Background: an optimization exercise with open tools, aiming at small area. Do not read the settings as production practice.
At most, simulation tests tie the RTL to the original design; equivalence was not proved.
Power is estimated from default activity; no workload was simulated.

## fuzix_glue
module fuzix_glue (
    input  wire        clk,
    input  wire        rst,              
    input  wire        store_open,
    input  wire        store_writable,
    input  wire [40:0] store_size,
    input  wire        bus_valid,
    input  wire        bus_rd,           
    input  wire        bus_sync,         
    input  wire [15:0] bus_addr,
    input  wire [7:0]  bus_wdata,
    output reg         data_drive,       
    output reg  [7:0]  data_out,         
    input  wire        tick,
    output wire        irq,
    output wire        mem_re,
    output wire        mem_we,
    output wire [15:0] mem_addr,
    output wire [7:0]  mem_wdata,
    input  wire [7:0]  mem_rdata,
    output wire        st_re,
    output wire        st_we,
    output wire [40:0] st_addr,
    output wire [7:0]  st_wdata,
    input  wire [7:0]  st_rdata
);
Size: about 610 cells after synthesis, roughly 180 I/O pins, about 0.0055 mm^2 of cells after synthesis.
==> module glue_disk, before the edit <==
module glue_disk (
    input  wire        clk,
    input  wire        rst,              
    input  wire        store_open,
    input  wire        store_writable,
    input  wire [40:0] store_size,
    input  wire        wr_en,            
    input  wire        rd_en,            
    input  wire [2:0]  off,              
    input  wire [7:0]  wr_data,
    output wire [7:0]  rd_data,          
    output wire [40:0] st_addr,
    output wire        st_re,
    output wire        st_we,
    output wire [7:0]  st_wdata,
    input  wire [7:0]  st_rdata
);
    reg        status;       
    reg        seeked;
    reg [7:0]  param0, param1, param2, param3;
    reg [40:0] pos;
    wire        le  = off[1];
    reg  [41:0] cc;
    integer     i;
    always @(*) begin
        cc[0] = le;
        for (i = 0; i < 41; i = i + 1)
            cc[i+1] = (store_size[i] & ~pos[i]) | (store_size[i] & cc[i]) |
                      (~pos[i] & cc[i]);
    end
    wire        cmp = cc[41];
    wire data_rd = rd_en && off == 3'd5;
    wire data_wr = wr_en && off == 3'd5;
    assign st_addr  = pos;
    assign st_re    = store_open && data_rd && cmp;
    assign st_we    = store_open && data_wr && store_writable && cmp;
    assign st_wdata = wr_data;
    wire data_ok = st_re || st_we;
    wire cmd     = wr_en && off == 3'd0 && store_open;
    wire select  = cmd && wr_data == 8'h00;
    wire seek    = cmd && wr_data == 8'h01;
    wire stat_nok = seeked ? !cmp : status;
    assign rd_data = {7'd0, rd_en && off == 3'd6 && stat_nok} |
                     ((rd_en && off == 3'd5 && st_re) ? st_rdata : 8'h00);
    always @(posedge clk) begin
        if (rst) begin
            status <= !store_open;
            seeked <= 1'b0;
            pos    <= 41'd0;
        end else begin
            if (seek) begin
                seeked <= 1'b1;
                pos    <= {param3, param2, param1, param0, 9'd0};
            end else begin
                if (select || data_rd || data_wr) begin
                    seeked <= 1'b0;
                    status <= !select && !data_ok;
                end
                pos <= pos + {40'd0, data_ok};
            end
        end
        if (rst || (wr_en && off == 3'd1)) param0 <= rst ? 8'd0 : wr_data;
        if (rst || (wr_en && off == 3'd2)) param1 <= rst ? 8'd0 : wr_data;
        if (rst || (wr_en && off == 3'd3)) param2 <= rst ? 8'd0 : wr_data;
        if (rst || (wr_en && off == 3'd4)) param3 <= rst ? 8'd0 : wr_data;
    end
endmodule
Settings: LEC_CHECK=0, CAP_MARGIN=20, CORE_MARGIN=2, CORE_UTILIZATION=40, SLEW_MARGIN=20; clock period 10.0 ns.
standard.sh (not shown) runs the stock make flow with config.mk's settings and CLKGATE_MAP_FILE= SYNTH_SCRIPT=/design/flow/synth_recipe.tcl, a recipe that flattens the netlist after the stock synthesis.
==> flow/flow/run.sh <==
#!/bin/bash
# The standard ORFS layout with three changes:
#  - synthesis maps the logic with an area-oriented ABC script
#    (flow/abc_area.script) in place of ORFS's speed script; everything
#    else in synthesis (registers, flattening, renaming) is the standard flow's own;
#  - the port buffers are the smallest buffer cell;
#  - the clock tree uses small clock buffers and no dummy loads.
set -euo pipefail
HERE=$PWD
# ORFS synth.tcl, with the ABC script replaced
sed 's#^source \$::env(SCRIPTS_DIR)/synth_preamble.tcl#&\nset abc_args [lreplace $abc_args 1 1 '"$HERE"'/flow/abc_area.script]#' \
    "$FLOW_HOME/scripts/synth.tcl" > my_synth_body.tcl
grep -q abc_area.script my_synth_body.tcl
# The standard flow's synthesis wrapper, sourcing the copy above
sed 's#source \$::env(SCRIPTS_DIR)/synth.tcl#source '"$HERE"'/my_synth_body.tcl#' synth_recipe.tcl > my_synth_recipe.tcl
grep -q my_synth_body.tcl my_synth_recipe.tcl
# standard.sh, with the synthesis script swapped
sed 's#SYNTH_SCRIPT=[^ ]*#SYNTH_SCRIPT='"$HERE"'/my_synth_recipe.tcl#' standard.sh > my_standard.sh
grep -q my_synth_recipe.tcl my_standard.sh
export BUFFER_PORTS_ARGS="-buffer_cell sky130_fd_sc_hd__buf_1"
export CTS_ARGS="-sink_clustering_enable -repair_clock_nets -dont_use_dummy_load -buf_list {sky130_fd_sc_hd__clkbuf_4 sky130_fd_sc_hd__clkbuf_8}"
bash my_standard.sh finish > standard.log 2>&1
==> flow/flow/abc_area.script <==
&get -n
&st
&deepsyn -T 60
&syn2
&dch -f
&nf -R 1000
&put
Edit:
--- a/flow/design.v
+++ b/flow/design.v
@@ -85,12 +85,12 @@
     wire data_ok = st_re || st_we;
     wire cmd     = wr_en && off == 3'd0 && store_open;
     wire select  = cmd && wr_data == 8'h00;
     wire seek    = cmd && wr_data == 8'h01;
     wire stat_nok = seeked ? !cmp : status;
-    assign rd_data = {7'd0, rd_en && off == 3'd6 && stat_nok} |
-                     ((rd_en && off == 3'd5 && st_re) ? st_rdata : 8'h00);
+    assign rd_data = (off == 3'd6) ? {7'd0, stat_nok} :
+                     (off == 3'd5 && store_open && cmp) ? st_rdata : 8'h00;
     always @(posedge clk) begin
         if (rst) begin
             status <= !store_open;
             seeked <= 1'b0;
             pos    <= 41'd0;
Outcome:
- power rose by 0.70%
- utilization grows by 2.5 points
- synthesized area barely changes
- die area hardly moves
- register-to-register slack loses 0.37 ns
- routed wire length climbs by 4.4%
- maximum frequency shrinks by 6.2%
- sequential power stays flat
- clock-buffer cell count stays the same
- non-clock buffer count increases by 7
- synthesized cell count rose by 2.0%
- global-route usage goes up by 1.1 points
- via count came out higher by 2.3%
Function not checked in the second run of this note: the RTL went through the layout flow alone.

* * *

Starting RTL as in the previous note.
==> module glue_timer, before the edit <==
module glue_timer (
    input  wire       clk,
    input  wire       rst,         
    input  wire       wr_en,       
    input  wire [2:0] wr_off,      
    input  wire [7:0] wr_data,
    input  wire       tick,
    output wire [7:0] count,       
    output wire       irq
);
    reg [15:0] ticks;
    reg [7:0]  target;
    reg        paused;
    reg        irq_q;
    wire w_tgt   = wr_en && wr_off == 3'd0;
    wire w_rst   = wr_en && wr_off == 3'd2;
    wire w_trig  = wr_en && wr_off == 3'd3;
    wire w_pause = wr_en && wr_off == 3'd4;
    wire w_cont  = wr_en && wr_off == 3'd5;
    wire clr = w_tgt || w_rst || w_trig;
    wire [7:0]  n_target = w_tgt ? wr_data : target;
    wire        n_paused = w_pause || (paused && !clr && !w_cont);
    wire        n_irq    = w_trig || (irq_q && !(w_tgt || w_rst || w_cont));
    wire        go   = tick && !n_paused;
    wire [15:0] inc  = ticks + {15'd0, go};      
    wire [15:0] t    = clr ? 16'd1 : inc;        
    wire        tz   = n_target == 8'd0;
    wire        hit  = !tz && t[7:0] == n_target;    
    wire        fire = tz ? !t[15] : hit;
    wire        zero = clr || (go && hit);
    wire [15:0] n_t  = zero ? {15'd0, clr && go && !hit} : inc;
    always @(posedge clk) begin
        if (rst) begin
            ticks  <= 16'd0;
            target <= 8'd255;
            paused <= 1'b1;
            irq_q  <= 1'b0;
        end else begin
            target <= n_target;
            paused <= n_paused;
            ticks  <= n_t;
            irq_q  <= (go && fire) || n_irq;
        end
    end
    assign count = ticks[7:0];
    assign irq   = irq_q;
endmodule
clock: 10.0 ns
lec_check: 0
cap_margin: 20
core_margin: 2
core_utilization: 40
slew_margin: 20
==> flow/flow/abc_area.script <==
&get -n
&st
&deepsyn -T 60
&syn2
&dch -f
&nf -R 1000
&st
&syn2
&dch -f
&nf -R 1000
&put
Scripts as last shown in full above: flow/flow/run.sh
Then changed:
--- a/flow/design.v
+++ b/flow/design.v
@@ -10,5 +10,5 @@
 );
     reg [15:0] ticks;
-    reg [7:0]  target;
+    reg [7:0]  target_n;    
     reg        paused;
     reg        irq_q;
@@ -19,5 +19,5 @@
     wire w_cont  = wr_en && wr_off == 3'd5;
     wire clr = w_tgt || w_rst || w_trig;
-    wire [7:0]  n_target = w_tgt ? wr_data : target;
+    wire [7:0]  n_target = w_tgt ? wr_data : ~target_n;
     wire        n_paused = w_pause || (paused && !clr && !w_cont);
     wire        n_irq    = w_trig || (irq_q && !(w_tgt || w_rst || w_cont));
@@ -33,9 +33,9 @@
         if (rst) begin
             ticks  <= 16'd0;
-            target <= 8'd255;
+            target_n <= 8'd0;
             paused <= 1'b1;
             irq_q  <= 1'b0;
         end else begin
-            target <= n_target;
+            target_n <= ~n_target;
             paused <= n_paused;
             ticks  <= n_t;
Cell count climbs by 2.1%. Clock skew climbs by 0.0073 ns. Die area stays the same. Total power rises by 0.44%. Maximum frequency decreases by 2.9%. Worst setup slack loses 0.28 ns. Clock-buffer cell count does not change. Non-clock buffer count increases by 5. Core utilization goes up by 0.38 points. Clock power stays flat. Routed wire length rose by 6.1%. Global-route usage grows by 0.86 points. Register-to-register slack improved by 0.03 ns.
For the second run of this note, only the layout was checked, not whether the RTL still works.

* * *

The RTL this note starts from:
==> flow/design.v <==
module glue_timer (
    input  wire       clk,
    input  wire       rst,         
    input  wire       wr_en,       
    input  wire [2:0] wr_off,      
    input  wire [7:0] wr_data,
    input  wire       tick,
    output wire [7:0] count,       
    output wire       irq
);
    reg [15:0] ticks;
    reg [7:0]  target;
    reg        paused;
    reg        irq_q;
    wire w_tgt   = wr_en && wr_off == 3'd0;
    wire w_rst   = wr_en && wr_off == 3'd2;
    wire w_trig  = wr_en && wr_off == 3'd3;
    wire w_pause = wr_en && wr_off == 3'd4;
    wire w_cont  = wr_en && wr_off == 3'd5;
    wire clr = w_tgt || w_rst || w_trig;
    wire [15:0] n_ticks  = clr ? 16'd0 : ticks;
    wire [7:0]  n_target = w_tgt ? wr_data : target;
    wire        n_paused = w_pause || (paused && !clr && !w_cont);
    wire        n_irq    = w_trig || (irq_q && !(w_tgt || w_rst || w_cont));
    wire [15:0] t   = n_ticks + 16'd1;
    wire [8:0]  lo  = {1'b0, t[7:0]} - {1'b0, n_target};
    wire        bor = lo[8];
    wire [7:0]  hi  = t[15:8] - {7'd0, bor};
    wire        fire = !t[15] && (t[14:8] != 7'd0 || !bor);
    wire        go   = tick && !n_paused;
    always @(posedge clk) begin
        if (rst) begin
            ticks  <= 16'd0;
            target <= 8'd255;
            paused <= 1'b1;
            irq_q  <= 1'b0;
        end else begin
            target <= n_target;
            paused <= n_paused;
            if (go && fire) begin
                ticks <= {hi, lo[7:0]};
                irq_q <= 1'b1;
            end else begin
                ticks <= go ? t : n_ticks;
                irq_q <= n_irq;
            end
        end
    end
    assign count = ticks[7:0];
    assign irq   = irq_q;
endmodule
module glue_disk (
    input  wire        clk,
    input  wire        rst,              
    input  wire        store_open,
    input  wire        store_writable,
    input  wire [40:0] store_size,
    input  wire        wr_en,            
    input  wire        rd_en,            
    input  wire [2:0]  off,              
    input  wire [7:0]  wr_data,
    output wire [7:0]  rd_data,          
    output wire [40:0] st_addr,
    output wire        st_re,
    output wire        st_we,
    output wire [7:0]  st_wdata,
    input  wire [7:0]  st_rdata
);
    reg        status;       
    reg        seeked;
    reg [7:0]  param0, param1, param2, param3;
    reg [40:0] pos;
    wire        le  = off[1];
    wire [41:0] dif = {1'b0, store_size} + {1'b0, ~pos} + {41'd0, le};
    wire        cmp = dif[41];
    wire data_rd = rd_en && off == 3'd5;
    wire data_wr = wr_en && off == 3'd5;
    assign st_addr  = pos;
    assign st_re    = store_open && data_rd && cmp;
    assign st_we    = store_open && data_wr && store_writable && cmp;
    assign st_wdata = wr_data;
    wire data_ok = st_re || st_we;
    wire cmd     = wr_en && off == 3'd0 && store_open;
    wire select  = cmd && wr_data == 8'h00;
    wire seek    = cmd && wr_data == 8'h01;
    wire stat_nok = seeked ? !cmp : status;
    assign rd_data = {7'd0, rd_en && off == 3'd6 && stat_nok} |
                     ((rd_en && off == 3'd5 && st_re) ? st_rdata : 8'h00);
    always @(posedge clk) begin
        if (rst) begin
            status <= !store_open;
            seeked <= 1'b0;
            pos    <= 41'd0;
        end else begin
            if (seek) begin
                seeked <= 1'b1;
                pos    <= {param3, param2, param1, param0, 9'd0};
            end else begin
                if (select || data_rd || data_wr) begin
                    seeked <= 1'b0;
                    status <= !select && !data_ok;
                end
                pos <= pos + {40'd0, data_ok};
            end
        end
        if (rst || (wr_en && off == 3'd1)) param0 <= rst ? 8'd0 : wr_data;
        if (rst || (wr_en && off == 3'd2)) param1 <= rst ? 8'd0 : wr_data;
        if (rst || (wr_en && off == 3'd3)) param2 <= rst ? 8'd0 : wr_data;
        if (rst || (wr_en && off == 3'd4)) param3 <= rst ? 8'd0 : wr_data;
    end
endmodule
module fuzix_glue (
    input  wire        clk,
    input  wire        rst,              
    input  wire        store_open,
    input  wire        store_writable,
    input  wire [40:0] store_size,
    input  wire        bus_valid,
    input  wire        bus_rd,           
    input  wire        bus_sync,         
    input  wire [15:0] bus_addr,
    input  wire [7:0]  bus_wdata,
    output reg         data_drive,       
    output reg  [7:0]  data_out,         
    input  wire        tick,
    output wire        irq,
    output wire        mem_re,
    output wire        mem_we,
    output wire [15:0] mem_addr,
    output wire [7:0]  mem_wdata,
    input  wire [7:0]  mem_rdata,
    output wire        st_re,
    output wire        st_we,
    output wire [40:0] st_addr,
    output wire [7:0]  st_wdata,
    input  wire [7:0]  st_rdata
);
    wire page_fe   = bus_addr[15:8] == 8'hFE && !bus_addr[4] && !bus_addr[3];
    wire in_disk   = page_fe && bus_addr[7:5] == 3'b011 && bus_addr[2:0] != 3'd7;
    wire in_timer  = page_fe && bus_addr[7:5] == 3'b100 &&
                     !(bus_addr[2] && bus_addr[1]);
    wire in_mem    = !in_disk && !in_timer;
    wire [2:0] off = bus_addr[2:0];
    wire cyc = bus_valid && !rst;
    wire rd  = cyc && bus_rd;
    wire wr  = cyc && !bus_rd;
    assign mem_re    = rd && in_mem;
    assign mem_we    = wr && in_mem;
    assign mem_addr  = bus_addr;
    assign mem_wdata = bus_wdata;
    wire [7:0] timer_count;
    glue_timer u_timer (
        .clk     (clk),
        .rst     (rst),
        .wr_en   (wr && in_timer),
        .wr_off  (off),
        .wr_data (bus_wdata),
        .tick    (tick),
        .count   (timer_count),
        .irq     (irq)
    );
    wire [7:0] disk_rdata;
    glue_disk u_disk (
        .clk            (clk),
        .rst            (rst),
        .store_open     (store_open),
        .store_writable (store_writable),
        .store_size     (store_size),
        .wr_en          (wr && in_disk),
        .rd_en          (rd && in_disk),
        .off            (off),
        .wr_data        (bus_wdata),
        .rd_data        (disk_rdata),
        .st_addr        (st_addr),
        .st_re          (st_re),
        .st_we          (st_we),
        .st_wdata       (st_wdata),
        .st_rdata       (st_rdata)
    );
    wire [7:0] rdata = in_disk  ? disk_rdata :
                       in_timer ? (off == 3'd1 ? timer_count : 8'h00) :
                                  mem_rdata;
    always @(posedge clk) begin
        if (rst)
            data_drive <= 1'b0;
        else if (bus_valid)
            data_drive <= bus_rd;
        if (bus_valid)
            data_out <= rdata;
    end
endmodule
export LEC_CHECK = 0
export CAP_MARGIN = 20
export CORE_MARGIN = 2
export CORE_UTILIZATION = 40
export SLEW_MARGIN = 20
create_clock -name core_clock -period 10.0 [get_ports {clk}]
==> flow/flow/run.sh <==
#!/bin/bash
# Standard ORFS layout, with the port buffers made from the smallest buffer
# cell instead of the default pick.
set -euo pipefail
export BUFFER_PORTS_ARGS="-buffer_cell sky130_fd_sc_hd__buf_1"
bash standard.sh finish > standard.log 2>&1
Rerun with:
--- a/flow/design.v
+++ b/flow/design.v
@@ -19,29 +19,27 @@
     wire w_cont  = wr_en && wr_off == 3'd5;
     wire clr = w_tgt || w_rst || w_trig;
     wire [15:0] n_ticks  = clr ? 16'd0 : ticks;
     wire [7:0]  n_target = w_tgt ? wr_data : target;
     wire        n_paused = w_pause || (paused && !clr && !w_cont);
     wire        n_irq    = w_trig || (irq_q && !(w_tgt || w_rst || w_cont));
-    wire [15:0] t   = n_ticks + 16'd1;
-    wire [8:0]  lo  = {1'b0, t[7:0]} - {1'b0, n_target};
-    wire        bor = lo[8];
-    wire [7:0]  hi  = t[15:8] - {7'd0, bor};
-    wire        fire = !t[15] && (t[14:8] != 7'd0 || !bor);
+    wire [15:0] t    = n_ticks + 16'd1;
+    wire        tz   = n_target == 8'd0;
+    wire        fire = tz ? !t[15] : (t[7:0] == n_target);
     wire        go   = tick && !n_paused;
     always @(posedge clk) begin
         if (rst) begin
             ticks  <= 16'd0;
             target <= 8'd255;
             paused <= 1'b1;
             irq_q  <= 1'b0;
         end else begin
             target <= n_target;
             paused <= n_paused;
             if (go && fire) begin
-                ticks <= {hi, lo[7:0]};
+                ticks <= tz ? t : 16'd0;
                 irq_q <= 1'b1;
             end else begin
                 ticks <= go ? t : n_ticks;
                 irq_q <= n_irq;
             end
         end
@@ -68,14 +66,21 @@
 );
     reg        status;       
     reg        seeked;
     reg [7:0]  param0, param1, param2, param3;
     reg [40:0] pos;
     wire        le  = off[1];
-    wire [41:0] dif = {1'b0, store_size} + {1'b0, ~pos} + {41'd0, le};
-    wire        cmp = dif[41];
+    reg  [41:0] cc;
+    integer     i;
+    always @(*) begin
+        cc[0] = le;
+        for (i = 0; i < 41; i = i + 1)
+            cc[i+1] = (store_size[i] & ~pos[i]) | (store_size[i] & cc[i]) |
+                      (~pos[i] & cc[i]);
+    end
+    wire        cmp = cc[41];
     wire data_rd = rd_en && off == 3'd5;
     wire data_wr = wr_en && off == 3'd5;
     assign st_addr  = pos;
     assign st_re    = store_open && data_rd && cmp;
     assign st_we    = store_open && data_wr && store_writable && cmp;
     assign st_wdata = wr_data;
Result: Die area went down by about 10%. Wire length is lower by about 2.7%. Design area came out lower by 8.8%. Non-clock buffer count stays the same. Cell count drops by about 6.4%. Worst hold slack gains 0.023 ns. Sequential cell count stays the same.

-- re-timing with driven ports --
The flow's constraints put no driver on any port. The routed layouts listed below were extracted and timed again, unchanged, in two steps. Step 1, drivers: a clkbuf_16 drives clk and a buf_2 each remaining input, both assumed. Step 2 also shifts input and output timing later by t, the mid clock arrival at the registers, as if the neighbouring blocks saw the same clock. Slacks: no drivers / after step 1 / after step 2; pairs: no drivers / after step 1.
run	shift t [ns]	slack for setup (ns)	worst setup path after step 2	clock arrival spread, ns
the first run of note 1	0.396	0.973 / 0.952 / 0.897	input to register	0.031 / 0.032
the second run of note 1	0.397	0.374 / 0.340 / 0.340	input to output	0.041 / 0.040
the first run of note 2	0.389	0.831 / 0.806 / 0.606	input to register	0.032 / 0.033
the second run of note 2	0.399	0.553 / 0.530 / 0.530	input to output	0.039 / 0.040
the first run of note 3	0.399	3.181 / 3.201 / 2.802	input to register	0.014 / 0.014
the second run of note 3	0.400	2.416 / 2.439 / 2.039	input to register	0.011 / 0.010
After both steps every run listed still meets setup and hold. The setup slack of the first run of note 3, which loses most, moves by +0.020 ns with the drivers and by -0.379 ns with both steps.
